From an optimization exercise on the open Yosys and OpenROAD flow, aimed at small area, a short achievable clock period and few clock cycles per item; shortcuts taken in it are not production practice. Function was checked by simulation only, so behaviour that the tests miss may differ from the original. Power and IR drop assume default switching activity.

## run 1
// varint_unit
module varint_unit (
  input             clk,
  input             rst,
  input             cmd_valid,
  output            cmd_ready,
  input      [7:0]  cmd_op,
  input      [63:0] cmd_arg,
  output            snk_valid,
  output     [7:0]  snk_data,
  input             snk_ready,
  input      [1:0]  snk_resp,
  output            src_req,
  input             src_ready,
  input      [7:0]  src_data,
  input      [1:0]  src_resp,
  output            rsp_valid,
  output     [3:0]  rsp_status,
  output     [63:0] rsp_res,
  output     [79:0] rsp_buf
);
export LEC_CHECK = 0
export CAP_MARGIN = 20
export CORE_MARGIN = 2
export CORE_UTILIZATION = 45
export SETUP_SLACK_MARGIN = 3.0
export SLEW_MARGIN = 20
create_clock -name core_clock -period 5.0 [get_ports {clk}]
standard.sh (not shown) runs the stock make flow with config.mk's settings and CLKGATE_MAP_FILE= SYNTH_SCRIPT=/design/flow/synth_recipe.tcl, a recipe that flattens the netlist after the stock synthesis.
==> flow/flow/run.sh <==
#!/bin/bash
# Standard synthesis and layout, with two changes:
#  - the combinational logic of the standard synthesis netlist is re-mapped
#    by ABC with a delay-driven script (flip-flops untouched), see remap.sh;
#  - the port buffers are the small, fast buf_1 (instead of the default pick,
#    a clkdlybuf4s50_1 delay cell).
set -euo pipefail
BUF="BUFFER_PORTS_ARGS=-buffer_cell sky130_fd_sc_hd__buf_1"
R=orfs/results/$FLOW_PLATFORM/varint_unit/base
bash standard.sh "$BUF" synth > 1_standard_synth.log 2>&1
cp $R/1_2_yosys.v 1_2_yosys.standard.v
export DONT_USE_CELLS="$(awk '/^export DONT_USE_CELLS/{f=1} f{print} f&&!/\\$/{exit}' $FLOW_HOME/platforms/$FLOW_PLATFORM/config.mk | grep -oE 'sky130_fd_sc_hd__[A-Za-z0-9_]+' | tr '\n' ' ')"
bash flow/remap.sh $PWD/1_2_yosys.standard.v $PWD/1_2_yosys.remap.v $PWD/flow/abc_delay.script > 2_remap.log 2>&1
cp 1_2_yosys.remap.v $R/1_2_yosys.v
rm -f $R/1_synth.odb $R/1_synth.sdc
bash standard.sh "$BUF" finish > 3_standard_finish.log 2>&1
==> flow/flow/abc_delay.script <==
strash
dch -f
map -D 1000
topo
buffer -p
upsize -D 1000
dnsize -D 1000
==> flow/flow/remap.sh <==
#!/bin/bash
# Re-map the combinational logic of the standard synthesis netlist with a
# delay-driven ABC script. Flip-flops (and their instance names and cell
# types) are left exactly as the standard synthesis made them.
# usage: remap.sh IN.v OUT.v ABC_SCRIPT
set -euo pipefail
in=$1; out=$2; scr=$3
LIB=$FLOW_HOME/platforms/sky130hd/lib/sky130_fd_sc_hd__tt_025C_1v80.lib
seq=$(grep -oE 'sky130_fd_sc_hd__[a-z0-9_]+' "$in" | sort -u | grep -E '__(e?s?df|dl|sdf|edf|conb)' | tr '\n' ' ')
dontuse=""
for c in $DONT_USE_CELLS; do dontuse="$dontuse -dont_use $c"; done
printf 'set_driving_cell sky130_fd_sc_hd__buf_1\nset_load 5\n' > remap_abc.constr
cat > remap.ys <<EOT
read_liberty -ignore_miss_func $LIB
blackbox $seq
read_verilog $in
hierarchy -top $FLOW_TOP
flatten
opt_clean
techmap
opt -fast
abc -script $scr -liberty $LIB $dontuse -constr remap_abc.constr
opt_clean -purge
hilomap -singleton -hicell sky130_fd_sc_hd__conb_1 HI -locell sky130_fd_sc_hd__conb_1 LO
splitnets
rename -hide w:*.*
opt_clean -purge
stat -liberty $LIB
write_verilog -noattr -noexpr -nohex -nodec $out
EOT
yosys -s remap.ys
Testbench counts of run 1, summed over its fixed seeds: cycles 21,216, items 4,800.
> inputs changed (run 1 -> run 2)
-- flow/config.mk --
<<< run 1, line 10
export CORE_UTILIZATION = 45
export SETUP_SLACK_MARGIN = 3.0
>>> run 2, line 10
export CORE_UTILIZATION = 50
export SETUP_SLACK_MARGIN = 2.7
==> run summary <==
Summary of run 2 over run 1: first-pass GRT wire length dropped about 7.5%, power consumption dropped about 6.4%, number of cells on the critical path climbed 1, total length of routed wires dropped about 16%.
A start point of the critical path of rdec[0] is what run 1 shows, while src_ready belongs to run 2.
Run 2 ends up with higher share of total power in the clock network than run 1 does.
In the reports for run 1 and run 2, the larger worst-case setup margin in the final layout belongs to run 1.
For initial antenna violation count, run 1 and run 2 come out practically identical.
Run 2: final cell count without fillers lower than run 1
Run 2 against run 1: buffers inserted during post-CTS setup optimization shows a reduction of 91, via count shows a reduction of 915.
--- input diff run 2..run 3 ---
-- flow/config.mk --
<<< run 2, line 10
export CORE_UTILIZATION = 50
export SETUP_SLACK_MARGIN = 2.7
>>> run 3, line 10
export CORE_UTILIZATION = 45
export GPL_TIMING_DRIVEN = 0
export SETUP_SLACK_MARGIN = 2.8
- Per the final summary, run 3 finished and its layout is clean on timing, DRC and antenna.
- Diff run 2 -> run 3: final net count went up; post-layout utilization of the core now sits lower.
- Looking at vertical extent of the die, run 3 sits 5.2% above run 2.
- Measured against each other, run 2 and run 3 differ in setup slack of the critical path after layout, the higher figure coming from run 3.
- The run showing the smaller number of clock buffer instances in the layout is run 2.
- Delta(power, run 3 - run 2) > 0
- Run 2 was smaller in final cell area than run 3.
- Number of buffers and inverters on the critical path in run 3 vs run 2: up 3
- Post-route fraction of the period consumed by the critical path came out lower on run 3 than on run 2.
- | maximum cell stage delay along the critical path | lower: run 3 |
- Fraction of area in multi-input gates (run 3 over run 2): decrease, 0.57 points
For run 4, these inputs were changed with respect to run 3:
-- flow/config.mk --
<<< run 3, line 11
export GPL_TIMING_DRIVEN = 0
>>> run 4, line 11
export CTS_CLUSTER_DIAMETER = 200
export CTS_CLUSTER_SIZE = 40
### Flow results
Of run 3 and run 4, the lower total detailed-routing wirelength belongs to run 4. Run 4 vs. run 3: clock network fraction of total power climbed 0.6 points, clock latency on the worst-skew pair barely changed, amount of wire on met3 after detailed routing dropped 15%, register share of total power dropped 0.3 points. Against run 3, run 4 reports a time the worst path needs with I/O delays and setup that is lower.
--- input diff run 4..run 5 ---
-- flow/config.mk --
<<< run 4, line 11
export CTS_CLUSTER_DIAMETER = 200
export CTS_CLUSTER_SIZE = 40
export SETUP_SLACK_MARGIN = 2.8
>>> run 5, line 11
export SETUP_SLACK_MARGIN = 2.9
--- outcome ---
- Fmax: run 5 vs run 4 up 0.0029 GHz
- Diff run 4 -> run 5 | clock power share | decrease of 4.3 points
- Comparing run 4 and run 5, the higher clock buffer count is on run 5.
- Run 5 ended up with reg2out as its critical path class; run 4 ended up with in2reg.
- Run 4 -> run 5: maximum level of the CTS H-tree delta 0, exact match
- Reported for run 4 and run 5, synthesized area divided by synthesized cell count turned out identical to the last digit.
Relative to run 5, the following input files were edited for run 6:
-- flow/config.mk --
<<< run 5, line 11
export SETUP_SLACK_MARGIN = 2.9
>>> run 6, line 11
export SETUP_SLACK_MARGIN = 2.5
Notes after the runs:
Run 5 has a higher via count than run 6.
Against run 5, global-route wire length before repair in run 6 came out better.
Run 6 vs. run 5: headroom to the max-slew limit has decreased; final area has decreased; maximum frequency has decreased.
Between run 5 and run 6, global-route usage is higher for run 5, run 6 comes in under that.
Of run 5 and run 6, the run reporting the higher sum of routed wire length over all layers was run 5.
Run 6 went all the way through the flow, and no timing, DRC or antenna check failed.
Cmp run 6 vs run 5: data arrival time of the worst path higher in run 6
Going from run 5 to run 6, combinational cell fraction of total power now smaller; final cycle utilization of the critical path saw an increase.

---

## run A
Another version of the RTL of varint_unit (not shown whole).
Size in the first run: ~600 cells after synthesis, about 74 flip-flops, ~250 I/O pins.
export LEC_CHECK = 0
export CAP_MARGIN = 20
export CORE_MARGIN = 2
export CORE_UTILIZATION = 40
export SETUP_SLACK_MARGIN = 2.0
export SLEW_MARGIN = 20
create_clock -name core_clock -period 5.0 [get_ports {clk}]
==> flow/flow/run.sh <==
#!/bin/bash
# Standard layout, but the port buffers are the small, fast buf_1 (instead of
# the default pick, a clkdlybuf4s50_1 delay cell), and timing repair only
# sizes and swaps gates (no new buffers).
set -euo pipefail
bash standard.sh "BUFFER_PORTS_ARGS=-buffer_cell sky130_fd_sc_hd__buf_1" \
  "SETUP_MOVE_SEQUENCE=unbuffer,sizeup,swap" finish > standard_flow.log 2>&1
Run A has completed all stages; timing, DRC and antenna checks passed.
Testbench counts of run A, summed over its fixed seeds: cycles 18,766, items 4,800.
What run B does differently from run A at the input level:
==> flow/flow/run.sh <==
#!/bin/bash
# Standard synthesis and layout, with two changes:
#  - the combinational logic of the standard synthesis netlist is re-mapped
#    by ABC with a delay-driven script (flip-flops untouched), see remap.sh;
#  - the port buffers are the small, fast buf_1 (instead of the default pick,
#    a clkdlybuf4s50_1 delay cell).
set -euo pipefail
BUF="BUFFER_PORTS_ARGS=-buffer_cell sky130_fd_sc_hd__buf_1"
R=orfs/results/$FLOW_PLATFORM/varint_unit/base
bash standard.sh "$BUF" synth > 1_standard_synth.log 2>&1
cp $R/1_2_yosys.v 1_2_yosys.standard.v
export DONT_USE_CELLS="$(awk '/^export DONT_USE_CELLS/{f=1} f{print} f&&!/\\$/{exit}' $FLOW_HOME/platforms/$FLOW_PLATFORM/config.mk | grep -oE 'sky130_fd_sc_hd__[A-Za-z0-9_]+' | tr '\n' ' ')"
bash flow/remap.sh $PWD/1_2_yosys.standard.v $PWD/1_2_yosys.remap.v $PWD/flow/abc_delay.script > 2_remap.log 2>&1
cp 1_2_yosys.remap.v $R/1_2_yosys.v
rm -f $R/1_synth.odb $R/1_synth.sdc
bash standard.sh "$BUF" finish > 3_standard_finish.log 2>&1
==> flow/flow/abc_delay.script (new file) <==
strash
dch -f
map -D 900
topo
buffer -p
upsize -D 900
dnsize -D 900
==> flow/flow/remap.sh (new file) <==
#!/bin/bash
# Re-map the combinational logic of the standard synthesis netlist with a
# delay-driven ABC script. Flip-flops (and their instance names and cell
# types) are left exactly as the standard synthesis made them.
# usage: remap.sh IN.v OUT.v ABC_SCRIPT
set -euo pipefail
in=$1; out=$2; scr=$3
LIB=$FLOW_HOME/platforms/sky130hd/lib/sky130_fd_sc_hd__tt_025C_1v80.lib
seq=$(grep -oE 'sky130_fd_sc_hd__[a-z0-9_]+' "$in" | sort -u | grep -E '__(e?s?df|dl|sdf|edf|conb)' | tr '\n' ' ')
dontuse=""
for c in $DONT_USE_CELLS; do dontuse="$dontuse -dont_use $c"; done
printf 'set_driving_cell sky130_fd_sc_hd__buf_1\nset_load 5\n' > remap_abc.constr
cat > remap.ys <<EOT
read_liberty -ignore_miss_func $LIB
blackbox $seq
read_verilog $in
hierarchy -top $FLOW_TOP
flatten
opt_clean
techmap
opt -fast
abc -script $scr -liberty $LIB $dontuse -constr remap_abc.constr
opt_clean -purge
hilomap -singleton -hicell sky130_fd_sc_hd__conb_1 HI -locell sky130_fd_sc_hd__conb_1 LO
splitnets
rename -hide w:*.*
opt_clean -purge
stat -liberty $LIB
write_verilog -noattr -noexpr -nohex -nodec $out
EOT
yosys -s remap.ys
--- a/flow/config.mk
+++ b/flow/config.mk
@@ -9,4 +9,3 @@
 export CORE_MARGIN = 2
 export CORE_UTILIZATION = 40
-export SETUP_SLACK_MARGIN = 2.0
 export SLEW_MARGIN = 20
- No stage failed in run B, and the final checks on the layout all came back clean.
- Critical-path cell with the highest stage delay = sky130_fd_sc_hd__or4_4: run A; critical-path cell with the highest stage delay = sky130_fd_sc_hd__dfxtp_1: run B
- Of run A and run B, the run reporting the lower combinational fraction of design power was run B.
- Compared run B vs run A, and final standard cell utilization of the core is up in run B.
- Run A was routed with fewer vias than run B.
The inputs of run C differ from those of run B as listed below.
==> flow/flow/run.sh <==
#!/bin/bash
# Standard layout, but the port buffers are the small, fast buf_1 (instead of
# the default pick, a clkdlybuf4s50_1 delay cell).
set -euo pipefail
bash standard.sh "BUFFER_PORTS_ARGS=-buffer_cell sky130_fd_sc_hd__buf_1" finish > standard_flow.log 2>&1
removed: flow/flow/abc_delay.script
removed: flow/flow/remap.sh
--- outcome ---
Looking at final area, run C sits about 1.2% higher than run B does.
Run C ran to completion and came out clean on the timing, design-rule and antenna checks.
Compared with run B, in run C final RePlAce weighted congestion down about 4.3%; total power went down; die area saw an increase.
Comparing run C against run B, there is no change at all in combined buffer and inverter count along the critical path.
Changes observed in run C relative to run B: multi-input combinational cell count has decreased; final core area utilization -5.0 points; total length of routed wires saw a decrease; global-route usage decreased by 4.4 points relative to the old numbers; post-synthesis to final-layout area growth fell 14 points.
Final worst slack sits lower in run C than in run B.
Edits applied to the flow inputs when going from run C to run D:
==> flow/flow/run.sh <==
#!/bin/bash
# Standard synthesis and layout, with two changes:
#  - the combinational logic of the standard synthesis netlist is re-mapped
#    by ABC with a delay-driven script (flip-flops untouched), see remap.sh;
#  - the port buffers are the small, fast buf_1 (instead of the default pick,
#    a clkdlybuf4s50_1 delay cell).
set -euo pipefail
BUF="BUFFER_PORTS_ARGS=-buffer_cell sky130_fd_sc_hd__buf_1"
R=orfs/results/$FLOW_PLATFORM/varint_unit/base
bash standard.sh "$BUF" synth > 1_standard_synth.log 2>&1
cp $R/1_2_yosys.v 1_2_yosys.standard.v
export DONT_USE_CELLS="$(awk '/^export DONT_USE_CELLS/{f=1} f{print} f&&!/\\$/{exit}' $FLOW_HOME/platforms/$FLOW_PLATFORM/config.mk | grep -oE 'sky130_fd_sc_hd__[A-Za-z0-9_]+' | tr '\n' ' ')"
bash flow/remap.sh $PWD/1_2_yosys.standard.v $PWD/1_2_yosys.remap.v $PWD/flow/abc_delay.script > 2_remap.log 2>&1
cp 1_2_yosys.remap.v $R/1_2_yosys.v
rm -f $R/1_synth.odb $R/1_synth.sdc
bash standard.sh "$BUF" finish > 3_standard_finish.log 2>&1
==> flow/flow/abc_delay.script (new file) <==
strash
dch -f
map -D 1000
topo
buffer -p
upsize -D 1000
dnsize -D 1000
==> flow/flow/remap.sh (new file) <==
#!/bin/bash
# Re-map the combinational logic of the standard synthesis netlist with a
# delay-driven ABC script. Flip-flops (and their instance names and cell
# types) are left exactly as the standard synthesis made them.
# usage: remap.sh IN.v OUT.v ABC_SCRIPT
set -euo pipefail
in=$1; out=$2; scr=$3
LIB=$FLOW_HOME/platforms/sky130hd/lib/sky130_fd_sc_hd__tt_025C_1v80.lib
seq=$(grep -oE 'sky130_fd_sc_hd__[a-z0-9_]+' "$in" | sort -u | grep -E '__(e?s?df|dl|sdf|edf|conb)' | tr '\n' ' ')
dontuse=""
for c in $DONT_USE_CELLS; do dontuse="$dontuse -dont_use $c"; done
printf 'set_driving_cell sky130_fd_sc_hd__buf_1\nset_load 5\n' > remap_abc.constr
cat > remap.ys <<EOT
read_liberty -ignore_miss_func $LIB
blackbox $seq
read_verilog $in
hierarchy -top $FLOW_TOP
flatten
opt_clean
techmap
opt -fast
abc -script $scr -liberty $LIB $dontuse -constr remap_abc.constr
opt_clean -purge
hilomap -singleton -hicell sky130_fd_sc_hd__conb_1 HI -locell sky130_fd_sc_hd__conb_1 LO
splitnets
rename -hide w:*.*
opt_clean -purge
stat -liberty $LIB
write_verilog -noattr -noexpr -nohex -nodec $out
EOT
yosys -s remap.ys
--- outcome ---
For run C and run D, there was not a single run that failed to finish clean. Per the comparison of run D with run C, number of stages on the worst setup path has increased; routed length per placed instance fell 2.9 um; cell area after layout down 71 um^2. Against run C, synthesized cell count in run D rose by a few percent.

port drivers added, routing unchanged:
In the flow no input, the clock included, has a driving cell. The finished layouts below were timed again as built, in two steps.
Step 1 assumes that a clkbuf_16 drives the clock port and a buf_2 every other input.
Step 2 times the ports against the registers' clock, not the clock port: input delays grow and output delays shrink by t, the midpoint of the rising clock arrivals with the driver on.
a / b / c = ideal ports / drivers / drivers and shift; a / b = the first two.
run	t (ns)	slack for setup (ns)	hold slack, ns	slew at the worst register clock pin (ns)	worst slew at a driven data input, ns
run 1	0.386	2.832 / 2.792 / 2.500	0.588 / 0.588 / 0.588	0.08 / 0.08	0.06
run 2	0.387	2.715 / 2.731 / 2.344	0.566 / 0.566 / 0.566	0.08 / 0.08	0.04
run 3	0.394	2.762 / 2.777 / 2.383	0.564 / 0.564 / 0.564	0.07 / 0.07	0.06
run 4	0.393	2.836 / 2.798 / 2.460	0.569 / 0.569 / 0.569	0.08 / 0.08	0.04
run 5	0.385	2.850 / 2.809 / 2.491	0.555 / 0.555 / 0.555	0.07 / 0.07	0.06
run 6	0.389	2.625 / 2.604 / 2.271	0.532 / 0.532 / 0.532	0.08 / 0.08	0.04
run A	0.377	0.974 / 0.944 / 0.944	0.499 / 0.499 / 0.499	0.06 / 0.06	0.07
run B	0.383	1.015 / 0.973 / 1.301	0.518 / 0.518 / 0.518	0.06 / 0.06	0.04
run C	0.384	0.671 / 0.652 / 0.652	0.498 / 0.498 / 0.498	0.06 / 0.06	0.05
run D	0.385	1.093 / 1.071 / 1.071	0.498 / 0.498 / 0.498	0.06 / 0.06	0.04
After both steps every run listed still meets setup and hold. The setup slack of run 3, which loses most, moves by +0.015 ns with the drivers and by -0.379 ns with both steps.
